Background: an optimization exercise with open tools, aiming at small area and few clock cycles. Do not read the settings as production practice. RTL that was checked went through simulation tests only; none was proved equivalent to the original. Power is estimated from default activity; no workload was simulated. The flow treats the clock pin as an ideal source, which a real chip does not have.

== maple ==
## jtag_acc
module jtag_acc (
    input  wire        clk,
    input  wire        rst,
    input  wire        cmd_valid,
    output wire        cmd_ready,
    input  wire [31:0] cmd_word,
    output wire        rsp_valid,
    output wire [2:0]  rsp_status,
    output wire        tx_valid,
    input  wire        tx_ready,
    output wire [7:0]  tx_data,
    input  wire        rx_valid,
    output wire        rx_ready,
    input  wire [7:0]  rx_data,
    input  wire        link_err,
    output wire        busy,
    output reg         err,
    output reg  [1:0]  err_kind,
    output reg         sess_open,
    output wire [31:0] nbits,
    output reg         diag_valid,
    output reg  [5:0]  diag_index,
    output reg  [7:0]  diag_obs,
    output reg  [7:0]  diag_mask,
    output reg  [7:0]  diag_exp
);
For scale: roughly 130 I/O pins, ~35000 um^2 of cells after synthesis.
export LEC_CHECK = 0
export CAP_MARGIN = 20
export CORE_MARGIN = 2
export CORE_UTILIZATION = 40
export SLEW_MARGIN = 20
create_clock -name core_clock -period 10.0 [get_ports {clk}]
standard.sh (not shown) runs the stock make flow with config.mk's settings and CLKGATE_MAP_FILE= SYNTH_SCRIPT=/design/flow/synth_recipe.tcl, a recipe that flattens the netlist after the stock synthesis.
==> flow/flow/run.sh <==
#!/bin/bash
export BUFFER_PORTS_ARGS="-buffer_cell sky130_fd_sc_hd__buf_1"
export CTS_ARGS="-sink_clustering_enable -repair_clock_nets -sink_clustering_size 30 -sink_clustering_max_diameter 100 -dont_use_dummy_load"
bash standard.sh > standard.log 2>&1
For birch, these inputs were changed with respect to maple:
-- flow/design.v --
<<< maple, line 58
    reg        f_act;                           
    reg [2:0]  f_cnt;
    reg [4:0]  f_lo;
    reg [5:0]  f_hi;
    reg        f_tms;
    reg [2:0]  ph;
    reg [8:0]  n;           
    reg [4:0]  idx;         
    reg [2:0]  status;
    reg [24:0] we;          
    reg        wtms;
    reg        in_wait;     
>>> birch, line 58
    reg        f_act;                           
    reg [2:0]  f_cnt;
    reg [4:0]  f_lo;    
    reg [2:0]  ph;
    reg [8:0]  n;           
    reg [4:0]  idx;         
    reg [2:0]  status;
    reg [15:0] wp;          
    reg [8:0]  wl;
    reg        wtms;
    reg        in_wait;     
<<< maple, line 104
                    rg_mask[s*8+b] <= im[b] ? s_mask[b] : rg_mask[((s+1)%CAP_BYTES)*8+b];
                end
            end else if (s % 8 == 0 && f_act && arr >= f_lo && {1'b0, arr} < f_hi) begin
                rg_tms[s*8 +: 8]  <= {8{f_tms}};
                rg_tdi[s*8 +: 8]  <= 8'd0;
                rg_exp[s*8 +: 8]  <= 8'd0;
>>> birch, line 103
                    rg_mask[s*8+b] <= im[b] ? s_mask[b] : rg_mask[((s+1)%CAP_BYTES)*8+b];
                end
            end else if (s % 8 == 0 && f_act && arr >= f_lo) begin
                rg_tms[s*8 +: 8]  <= {8{wtms}};
                rg_tdi[s*8 +: 8]  <= 8'd0;
                rg_exp[s*8 +: 8]  <= 8'd0;
<<< maple, line 119
    end
    wire       w_a    = (n[2:0] != 3'd0);
    wire       e_far  = (we[24:8] != 17'd0);                
    wire       e_here = !e_far && (we[7:3] == n[7:3]);      
    wire       w_b    = !w_a && !e_here;
    reg  [7:0] w_mask;
>>> birch, line 118
    end
    wire       w_a    = (n[2:0] != 3'd0);
    wire       e_far  = (wp != 16'd0) || wl[8];             
    wire       e_here = !e_far && (wl[7:3] == n[7:3]);      
    wire       w_b    = !w_a && !e_here;
    reg  [7:0] w_mask;
<<< maple, line 126
    always @(*) begin
        for (j = 0; j < 8; j = j + 1)
            w_mask[j] = (j >= n[2:0]) && (!e_here || j < we[2:0]);
    end
    wire [5:0]  b_end   = e_far ? 6'd32 : {1'b0, we[7:3]};
    wire        w_stall = (pv && !pv_inj) || (w_b && f_act);
    wire [8:0]  w_n     = w_b ? {b_end, 3'd0}
                        : e_here ? we[8:0] : {n[8:3] + 6'd1, 3'd0};
    wire        w_done  = !e_far && (w_n == we[8:0]);
    wire       in_w    = (ph == P_WAIT) && !w_b && !w_stall;
    wire       wr_en   = rec_go || in_w;
>>> birch, line 125
    always @(*) begin
        for (j = 0; j < 8; j = j + 1)
            w_mask[j] = (j >= n[2:0]) && (!e_here || j < wl[2:0]);
    end
    wire [5:0]  b_end   = e_far ? 6'd32 : {1'b0, wl[7:3]};
    wire        w_stall = (pv && !pv_inj) || (w_b && f_act);
    wire [8:0]  w_n     = w_b ? {b_end, 3'd0}
                        : e_here ? wl : {n[8:3] + 6'd1, 3'd0};
    wire        w_done  = !e_far && (w_n == wl);
    wire       in_w    = (ph == P_WAIT) && !w_b && !w_stall;
    wire       wr_en   = rec_go || in_w;
<<< maple, line 151
            end
    end
    wire [8:0] nm1      = n - 9'd1;
    wire       at_last  = (idx == nm1[7:3]);
    wire       from_s   = at_last && (n[2:0] != 3'd0);
    wire [7:0] tail     = (8'd1 << n[2:0]) - 8'd1;
>>> birch, line 150
            end
    end
    wire [5:0] last     = n[8:3] - {5'd0, (n[2:0] == 3'd0)};    
    wire       at_last  = ({1'b0, idx} == last);
    wire       from_s   = at_last && (n[2:0] != 3'd0);
    wire [7:0] tail     = (8'd1 << n[2:0]) - 8'd1;
<<< maple, line 274
                                    ph     <= P_RSP;
                                end else if (cmd_word[23:0] != 24'd0) begin
                                    we      <= {16'd0, n} + {1'b0, cmd_word[23:0]};
                                    wtms    <= cmd_word[24];
                                    in_wait <= 1'b1;
>>> birch, line 273
                                    ph     <= P_RSP;
                                end else if (cmd_word[23:0] != 24'd0) begin
                                    wp      <= cmd_word[23:8];
                                    wl      <= {1'b0, n[7:0]} + {1'b0, cmd_word[7:0]};
                                    wtms    <= cmd_word[24];
                                    in_wait <= 1'b1;
<<< maple, line 309
                            f_cnt <= 3'd0;
                            f_lo  <= n[7:3];
                            f_hi  <= b_end;
                            f_tms <= wtms;
                        end
                        if (w_n[8]) begin
>>> birch, line 309
                            f_cnt <= 3'd0;
                            f_lo  <= n[7:3];
                        end
                        if (w_n[8]) begin
<<< maple, line 378
                                n      <= 9'd0;
                                status <= ST_OK;
                                we     <= {we[24:8] - 17'd1, we[7:0]};
                                ph     <= (in_wait && we != 25'd256) ? P_WAIT : P_RSP;
                            end
                        end
>>> birch, line 376
                                n      <= 9'd0;
                                status <= ST_OK;
                                if (wl[8])
                                    wl[8] <= 1'b0;
                                else
                                    wp <= wp - 16'd1;
                                ph     <= (in_wait && !(wl[7:0] == 8'd0 && (wl[8] ? wp == 16'd0 : wp == 16'd1))) ? P_WAIT : P_RSP;
                            end
                        end
Findings:
- Measured against each other, birch and maple differ in number of unique standard cell types used by synthesis, the lower figure coming from birch.
- maple has a higher met2 track demand over resource in global routing than birch.
- Portion of the clock cycle consumed by the worst path in the final layout is higher on birch
- For register share of total power, birch and maple come out practically identical.
- birch — number of filler instances in the final layout 3.2% lower, maple as reference
- On number of H-tree branching levels, maple tracks birch almost exactly.
- The routed wire length reported for birch is smaller than that of maple by about 1.2%.
- The run showing the greater number of ordinary and repair buffers in the finished layout is maple.
- Sort birch and maple by vias after detailed routing desc -> top: maple
- Average wire per standard cell up about 1% in birch wrt maple
Testbench counts of birch, summed over its fixed seeds: cycles 56,990.
For maple, only the layout was checked, not whether the RTL still works.

## port drivers added, routing unchanged
No port has a modelled driver above. Below, the same layouts with a new extraction and two added sets of constraints. Step 1 (the two cells are an assumption about what drives the block):
set clk [get_ports {clk}]
set_driving_cell -lib_cell sky130_fd_sc_hd__clkbuf_16 $clk
set_driving_cell -lib_cell sky130_fd_sc_hd__buf_2 [delete_from_list [all_inputs] $clk]
Step 2, shift: input delay + t, output delay - t, t = (earliest + latest rising clock arrival at the registers) / 2. This alone moves slack from input paths to output paths. Three values: no drivers, after step 1, after step 2; two values: the first two.
run	t (ns)	slack for setup (ns)	latest minus earliest clock arrival (ns)	cell pins on the clock port's net
maple	0.669	2.252 / 2.252 / 2.252	0.073 / 0.074	1
birch	0.654	2.041 / 2.041 / 2.041	0.071 / 0.071	1
After both steps setup and hold are still met in every run listed.
